What follows belongs to an exercise in optimizing a design on an open flow for a short achievable clock period and few clock cycles; a production flow would make more cautious choices.
At most, simulation tests tie the RTL to the original design; equivalence was not proved.

==> flow/design.v <==
module mt_engine (
    input  wire        clk,
    input  wire        rst,
    input  wire        wr_en,
    input  wire [12:0] wr_addr,
    input  wire [31:0] wr_data,
    input  wire [12:0] rd_addr,
    output reg  [31:0] rd_data,
    output wire        busy
);
    localparam KEYMAX = 4;
    localparam XWORDS = 2;
    localparam N      = 624;
    localparam M      = 397;
    localparam [31:0] INIT_SEED = 32'd19650218;
    localparam [31:0] INIT_MULT = 32'd1812433253;
    localparam [31:0] MIX1_MULT = 32'd1664525;
    localparam [31:0] MIX2_MULT = 32'd1566083941;
    localparam [31:0] MATRIX_A  = 32'h9908B0DF;
    localparam [3:0] OP_SEED = 4'd1, OP_RANDOM = 4'd2, OP_GETBITS = 4'd3,
                     OP_RANDBELOW = 4'd4, OP_RANDINT = 4'd5;
    localparam [3:0] ERR_OK = 4'd0, ERR_INVALID = 4'd1, ERR_NOT_SEEDED = 4'd2,
                     ERR_RANGE = 4'd3, ERR_ILLEGAL = 4'd4;
    localparam [2:0] S_IDLE = 3'd0, S_INIT = 3'd1, S_MIX1 = 3'd2, S_MIX2 = 3'd3,
                     S_ALIGN = 3'd4, S_GEN = 3'd5;
    reg        busy_r;
    reg        seeded;
    reg        ovr;
    reg [3:0]  err;
    reg [31:0] arg_k;
    reg [31:0] key_len;
    reg [31:0] key [0:KEYMAX-1];
    reg [63:0] opa;
    reg [63:0] opb;
    reg [63:0] out;
    assign busy = busy_r;
    wire [31:0] status = {24'd0, err, 1'b0, ovr, seeded, busy_r};
    wire [31:0] info   = {5'd0, 11'd2, 5'd0, 11'd4};    
    reg [2:0]  state;
    reg [3:0]  cur_op;
    reg [6:0]  cur_k;
    reg [63:0] cur_d;
    reg [63:0] cur_base;
    reg        wcnt;           
    reg [31:0] acc0;           
    reg [32*N-1:0] ring;
    reg [9:0]  pos;            
    reg [10:0] cnt;            
    reg [1:0]  kj;             
    reg [31:0] prev;           
    reg        first;
    function [31:0] temper;
        input [31:0] y;
        reg   [31:0] t;
        begin
            t = y ^ (y >> 11);
            t = t ^ ((t << 7) & 32'h9D2C5680);
            t = t ^ ((t << 15) & 32'hEFC60000);
            temper = t ^ (t >> 18);
        end
    endfunction
    function [6:0] bitlen64;
        input [63:0] v;
        integer i;
        begin
            bitlen64 = 7'd0;
            for (i = 0; i < 64; i = i + 1)
                if (v[i]) bitlen64 = i + 1;
        end
    endfunction
    function [63:0] f64;
        input [52:0] m;
        reg   [5:0]  p;
        reg   [52:0] mn;
        integer i;
        begin
            p = 6'd0;
            for (i = 0; i < 53; i = i + 1)
                if (m[i]) p = i;
            mn = m << (6'd52 - p);
            if (m == 53'd0)
                f64 = 64'd0;
            else
                f64 = {1'b0, 11'd970 + {5'd0, p}, mn[51:0]};
        end
    endfunction
    wire [31:0] s0 = ring[31:0];
    wire [31:0] s1 = ring[63:32];
    wire [31:0] sm = ring[32*M +: 32];
    wire [31:0] ty = {s0[31], s1[30:0]};
    wire [31:0] twisted = sm ^ (ty >> 1) ^ (ty[0] ? MATRIX_A : 32'd0);
    wire [31:0] word = temper(twisted);
    reg  [31:0] mul_c;
    always @* begin
        case (state)
            S_INIT:  mul_c = INIT_MULT;
            S_MIX1:  mul_c = MIX1_MULT;
            default: mul_c = MIX2_MULT;
        endcase
    end
    wire [31:0] mul_in = prev ^ (prev >> 30);
    wire [31:0] prod   = mul_in * mul_c;
    wire [31:0] key_j  = key[kj];
    wire [31:0] init_v = (cnt == 11'd0) ? INIT_SEED : prod + {21'd0, cnt};
    wire [31:0] mix1_v = (s0 ^ prod) + key_j + {30'd0, kj};
    wire [31:0] mix2_v = (s0 ^ prod) - {22'd0, pos};
    wire [9:0]  pos_nx = (pos == N - 1) ? 10'd0 : pos + 10'd1;
    wire        kj_wrap = ({30'd0, kj} + 32'd1 == key_len);
    wire [1:0]  nwords = (cur_op == OP_RANDOM) ? 2'd2 :
                         (cur_k == 7'd0) ? 2'd0 :
                         (cur_k <= 7'd32) ? 2'd1 : 2'd2;
    wire        last_word = (nwords == 2'd1) || wcnt;
    wire [4:0]  kmod  = cur_k[4:0];
    wire [5:0]  shamt = (kmod == 5'd0) ? 6'd0 : 6'd32 - {1'b0, kmod};
    wire [31:0] wshift = word >> shamt;
    wire [63:0] cand  = (nwords == 2'd1) ? {32'd0, wshift} : {wshift, acc0};
    wire [52:0] fm    = {acc0[31:5], word[31:6]};
    wire        accept = (cand <= cur_d);
    wire wr_cmd    = wr_en && (wr_addr == 13'h000);
    wire wr_status = wr_en && (wr_addr == 13'h001);
    wire wr_argk   = wr_en && (wr_addr == 13'h002);
    wire wr_keylen = wr_en && (wr_addr == 13'h003);
    wire wr_key    = wr_en && (wr_addr[12:2] == 11'h100);        
    wire wr_opa    = wr_en && (wr_addr[12:1] == 12'h400);        
    wire wr_opb    = wr_en && (wr_addr[12:1] == 12'h600);        
    wire droppable = wr_cmd | wr_argk | wr_keylen | wr_key | wr_opa | wr_opb;
    wire        legal_op  = (wr_data[31:4] == 28'd0) &&
                            (wr_data[3:0] >= OP_SEED) && (wr_data[3:0] <= OP_RANDINT);
    wire [3:0]  op        = wr_data[3:0];
    wire signed [31:0] k_s = arg_k;
    wire signed [63:0] a_s = opa;
    wire signed [63:0] b_s = opb;
    wire [63:0] d_below   = opa - 64'd1;
    wire [63:0] d_range   = opb - opa;
    reg  [3:0]  acc_err;
    always @* begin
        acc_err = ERR_OK;
        if (!legal_op)
            acc_err = ERR_ILLEGAL;
        else if (op == OP_SEED) begin
            if (key_len == 32'd0 || key_len > KEYMAX) acc_err = ERR_RANGE;
        end else if (!seeded)
            acc_err = ERR_NOT_SEEDED;
        else if (op == OP_GETBITS) begin
            if (k_s < 0)        acc_err = ERR_INVALID;
            else if (k_s > 64)  acc_err = ERR_RANGE;
        end else if (op == OP_RANDBELOW) begin
            if (a_s <= 0)       acc_err = ERR_INVALID;
        end else if (op == OP_RANDINT) begin
            if (a_s > b_s)      acc_err = ERR_INVALID;
        end
    end
    integer i;
    always @(posedge clk) begin
        if (rst) begin
            busy_r  <= 1'b0;
            seeded  <= 1'b0;
            ovr     <= 1'b0;
            err     <= ERR_OK;
            arg_k   <= 32'd0;
            key_len <= 32'd0;
            for (i = 0; i < KEYMAX; i = i + 1)
                key[i] <= 32'd0;
            opa     <= 64'd0;
            opb     <= 64'd0;
            out     <= 64'd0;
            state   <= S_IDLE;
            cur_op  <= 4'd0;
        end else begin
            if (wr_status && wr_data[2])
                ovr <= 1'b0;
            if (busy_r) begin
                if (droppable)
                    ovr <= 1'b1;
            end else begin
                if (wr_argk)   arg_k   <= wr_data;
                if (wr_keylen) key_len <= wr_data;
                if (wr_key)    key[wr_addr[1:0]] <= wr_data;
                if (wr_opa && !wr_addr[0]) opa[31:0]  <= wr_data;
                if (wr_opa &&  wr_addr[0]) opa[63:32] <= wr_data;
                if (wr_opb && !wr_addr[0]) opb[31:0]  <= wr_data;
                if (wr_opb &&  wr_addr[0]) opb[63:32] <= wr_data;
                if (wr_cmd) begin
                    err <= acc_err;
                    if (acc_err == ERR_OK) begin
                        busy_r <= 1'b1;
                        cur_op <= op;
                        wcnt   <= 1'b0;
                        case (op)
                            OP_SEED: begin
                                state <= S_INIT;
                                cnt   <= 11'd0;
                            end
                            OP_GETBITS: begin
                                state    <= S_GEN;
                                cur_k    <= arg_k[6:0];
                                cur_base <= 64'd0;
                            end
                            OP_RANDBELOW: begin
                                state    <= S_GEN;
                                cur_d    <= d_below;
                                cur_k    <= bitlen64(d_below);
                                cur_base <= 64'd0;
                            end
                            OP_RANDINT: begin
                                state    <= S_GEN;
                                cur_d    <= d_range;
                                cur_k    <= bitlen64(d_range);
                                cur_base <= opa;
                            end
                            default: begin
                                state <= S_GEN;
                                cur_k <= 7'd64;
                            end
                        endcase
                    end
                end
            end
            case (state)
                S_INIT: begin
                    ring <= {init_v, ring[32*N-1:32]};
                    prev <= init_v;
                    cnt  <= cnt + 11'd1;
                    if (cnt == N - 1) begin
                        state <= S_MIX1;
                        cnt   <= 11'd0;
                        pos   <= 10'd0;
                        kj    <= 2'd0;
                        first <= 1'b1;
                    end
                end
                S_MIX1: begin
                    pos   <= pos_nx;
                    first <= 1'b0;
                    if (pos == 10'd0) begin
                        ring <= {(first ? s0 : prev), ring[32*N-1:32]};
                        prev <= first ? s0 : prev;
                    end else begin
                        ring <= {mix1_v, ring[32*N-1:32]};
                        prev <= mix1_v;
                        kj   <= kj_wrap ? 2'd0 : kj + 2'd1;
                        cnt  <= cnt + 11'd1;
                        if (cnt == N - 1) begin
                            state <= S_MIX2;
                            cnt   <= 11'd0;
                        end
                    end
                end
                S_MIX2: begin
                    pos <= pos_nx;
                    if (pos == 10'd0) begin
                        ring <= {prev, ring[32*N-1:32]};
                    end else begin
                        ring <= {mix2_v, ring[32*N-1:32]};
                        prev <= mix2_v;
                        cnt  <= cnt + 11'd1;
                        if (cnt == N - 2)
                            state <= S_ALIGN;
                    end
                end
                S_ALIGN: begin
                    if (pos == 10'd0) begin
                        ring[31:0] <= 32'h80000000;
                        seeded <= 1'b1;
                        busy_r <= 1'b0;
                        state  <= S_IDLE;
                    end else begin
                        ring <= {s0, ring[32*N-1:32]};
                        pos  <= pos_nx;
                    end
                end
                S_GEN: begin
                    if (nwords == 2'd0) begin
                        out    <= cur_base;      
                        busy_r <= 1'b0;
                        state  <= S_IDLE;
                    end else begin
                        ring <= {twisted, ring[32*N-1:32]};
                        if (!last_word) begin
                            acc0 <= word;
                            wcnt <= 1'b1;
                        end else begin
                            wcnt <= 1'b0;
                            if (cur_op == OP_RANDOM) begin
                                out    <= f64(fm);
                                busy_r <= 1'b0;
                                state  <= S_IDLE;
                            end else if (cur_op == OP_GETBITS) begin
                                out    <= cand;
                                busy_r <= 1'b0;
                                state  <= S_IDLE;
                            end else if (accept) begin
                                out    <= cur_base + cand;
                                busy_r <= 1'b0;
                                state  <= S_IDLE;
                            end
                        end
                    end
                end
                default: ;
            endcase
        end
    end
    always @* begin
        rd_data = 32'd0;
        case (rd_addr)
            13'h001: rd_data = status;
            13'h002: rd_data = arg_k;
            13'h003: rd_data = key_len;
            13'h004: rd_data = info;
            13'h400: rd_data = key[0];
            13'h401: rd_data = key[1];
            13'h402: rd_data = key[2];
            13'h403: rd_data = key[3];
            13'h800: rd_data = opa[31:0];
            13'h801: rd_data = opa[63:32];
            13'hC00: rd_data = opb[31:0];
            13'hC01: rd_data = opb[63:32];
            13'h1000: rd_data = out[31:0];
            13'h1001: rd_data = out[63:32];
            default: rd_data = 32'd0;
        endcase
    end
endmodule
clock: 12.0 ns
lec_check: 0
cap_margin: 20
core_margin: 2
core_utilization: 45
slew_margin: 20
run.sh (not shown) runs the stock make flow with config.mk's settings and CLKGATE_MAP_FILE= SYNTH_SCRIPT=/design/flow/synth_recipe.tcl, a recipe that flattens the netlist after the stock synthesis.
Next try:
--- a/flow/design.v
+++ b/flow/design.v
@@ -48,8 +48,10 @@
     reg [10:0] cnt;            
     reg [1:0]  kj;             
     reg [31:0] prev;           
     reg        first;
+    reg        fp;             
+    reg [31:0] mi;             
     function [31:0] temper;
         input [31:0] y;
         reg   [31:0] t;
         begin
@@ -86,10 +88,13 @@
     endfunction
     wire [31:0] s0 = ring[31:0];
     wire [31:0] s1 = ring[63:32];
     wire [31:0] sm = ring[32*M +: 32];
-    wire [31:0] ty = {s0[31], s1[30:0]};
-    wire [31:0] twisted = sm ^ (ty >> 1) ^ (ty[0] ? MATRIX_A : 32'd0);
+    wire [31:0] g0 = ring[32*622 +: 32];
+    wire [31:0] g1 = ring[32*623 +: 32];
+    wire [31:0] gm = ring[32*395 +: 32];
+    wire [31:0] ty = {g0[31], g1[30:0]};
+    wire [31:0] twisted = gm ^ (ty >> 1) ^ (ty[0] ? MATRIX_A : 32'd0);
     wire [31:0] word = temper(twisted);
     reg  [31:0] mul_c;
     always @* begin
         case (state)
@@ -101,9 +106,12 @@
     wire [31:0] mul_in = prev ^ (prev >> 30);
     wire [31:0] prod   = mul_in * mul_c;
     wire [31:0] key_j  = key[kj];
     wire [31:0] init_v = (cnt == 11'd0) ? INIT_SEED : prod + {21'd0, cnt};
-    wire [31:0] mix1_v = (s0 ^ prod) + key_j + {30'd0, kj};
+    wire [31:0] old1   = fp ? mi : s0;
+    wire [31:0] mi_g   = mi ^ (mi >> 30);
+    wire [31:0] mi_n   = mi_g * INIT_MULT + {22'd0, pos} + 32'd1;
+    wire [31:0] mix1_v = (old1 ^ prod) + key_j + {30'd0, kj};
     wire [31:0] mix2_v = (s0 ^ prod) - {22'd0, pos};
     wire [9:0]  pos_nx = (pos == N - 1) ? 10'd0 : pos + 10'd1;
     wire        kj_wrap = ({30'd0, kj} + 32'd1 == key_len);
     wire [1:0]  nwords = (cur_op == OP_RANDOM) ? 2'd2 :
@@ -187,10 +195,15 @@
                         cur_op <= op;
                         wcnt   <= 1'b0;
                         case (op)
                             OP_SEED: begin
-                                state <= S_INIT;
+                                state <= S_MIX1;
                                 cnt   <= 11'd0;
+                                pos   <= 10'd0;
+                                kj    <= 2'd0;
+                                first <= 1'b1;
+                                fp    <= 1'b1;
+                                mi    <= INIT_SEED;
                             end
                             OP_GETBITS: begin
                                 state    <= S_GEN;
                                 cur_k    <= arg_k[6:0];
@@ -231,11 +244,14 @@
                 end
                 S_MIX1: begin
                     pos   <= pos_nx;
                     first <= 1'b0;
+                    mi    <= mi_n;
+                    if (pos == 10'd623)
+                        fp <= 1'b0;
                     if (pos == 10'd0) begin
-                        ring <= {(first ? s0 : prev), ring[32*N-1:32]};
-                        prev <= first ? s0 : prev;
+                        ring <= {(first ? old1 : prev), ring[32*N-1:32]};
+                        prev <= first ? old1 : prev;
                     end else begin
                         ring <= {mix1_v, ring[32*N-1:32]};
                         prev <= mix1_v;
                         kj   <= kj_wrap ? 2'd0 : kj + 2'd1;
@@ -253,10 +269,14 @@
                     end else begin
                         ring <= {mix2_v, ring[32*N-1:32]};
                         prev <= mix2_v;
                         cnt  <= cnt + 11'd1;
-                        if (cnt == N - 2)
-                            state <= S_ALIGN;
+                        if (cnt == N - 2) begin
+                            ring <= {mix2_v, 32'h80000000, ring[32*623-1:32]};
+                            seeded <= 1'b1;
+                            busy_r <= 1'b0;
+                            state  <= S_IDLE;
+                        end
                     end
                 end
                 S_ALIGN: begin
                     if (pos == 10'd0) begin
@@ -274,9 +294,10 @@
                         out    <= cur_base;      
                         busy_r <= 1'b0;
                         state  <= S_IDLE;
                     end else begin
-                        ring <= {twisted, ring[32*N-1:32]};
+                        ring <= {ring[31:0], ring[32*623 +: 32], twisted,
+                                 ring[32*622-1:32]};
                         if (!last_word) begin
                             acc0 <= word;
                             wcnt <= 1'b1;
                         end else begin
Outcome: The changed run produced a clean layout; design area increases by 1.1%; final cell count increases by about 2.3%; global-route usage increases by 0.19 points; routed wire length increases by 2.4%; die area increases by 1.4%; setup slack is worse by 0.075 ns.
Testbench counts after the change, summed over its fixed seeds: cycles 54,315.
Function not checked in the first run of this note: the RTL went through the layout flow alone.

what the ideal ports hide:
In the flow no input, the clock included, has a driving cell. The finished layouts below were timed again as built, in two steps.
Step 1: set_driving_cell puts a clkbuf_16 on clk and a buf_2 on each other input, an assumption about the parent block.
Step 2 adds t to the input delays and takes it off the output delays; t is the mean of the earliest and latest rising clock arrival at the registers after step 1. Input paths then give back, and output paths get back, about the clock's delay inside the block.
a / b / c = ideal ports / drivers / drivers and shift; a / b = the first two.
run	t, ns	setup slack, ns	hold WS [ns]	worst setup path after step 2	slew at the worst register clock pin (ns)
the first run	1.486	1.136 / 1.136 / 1.136	0.303 / 0.303 / 0.303	register to register	0.08 / 0.08
the second run	1.481	1.061 / 1.061 / 1.061	0.319 / 0.319 / 0.319	register to register	0.08 / 0.08
After both steps setup and hold are still met in every run listed.
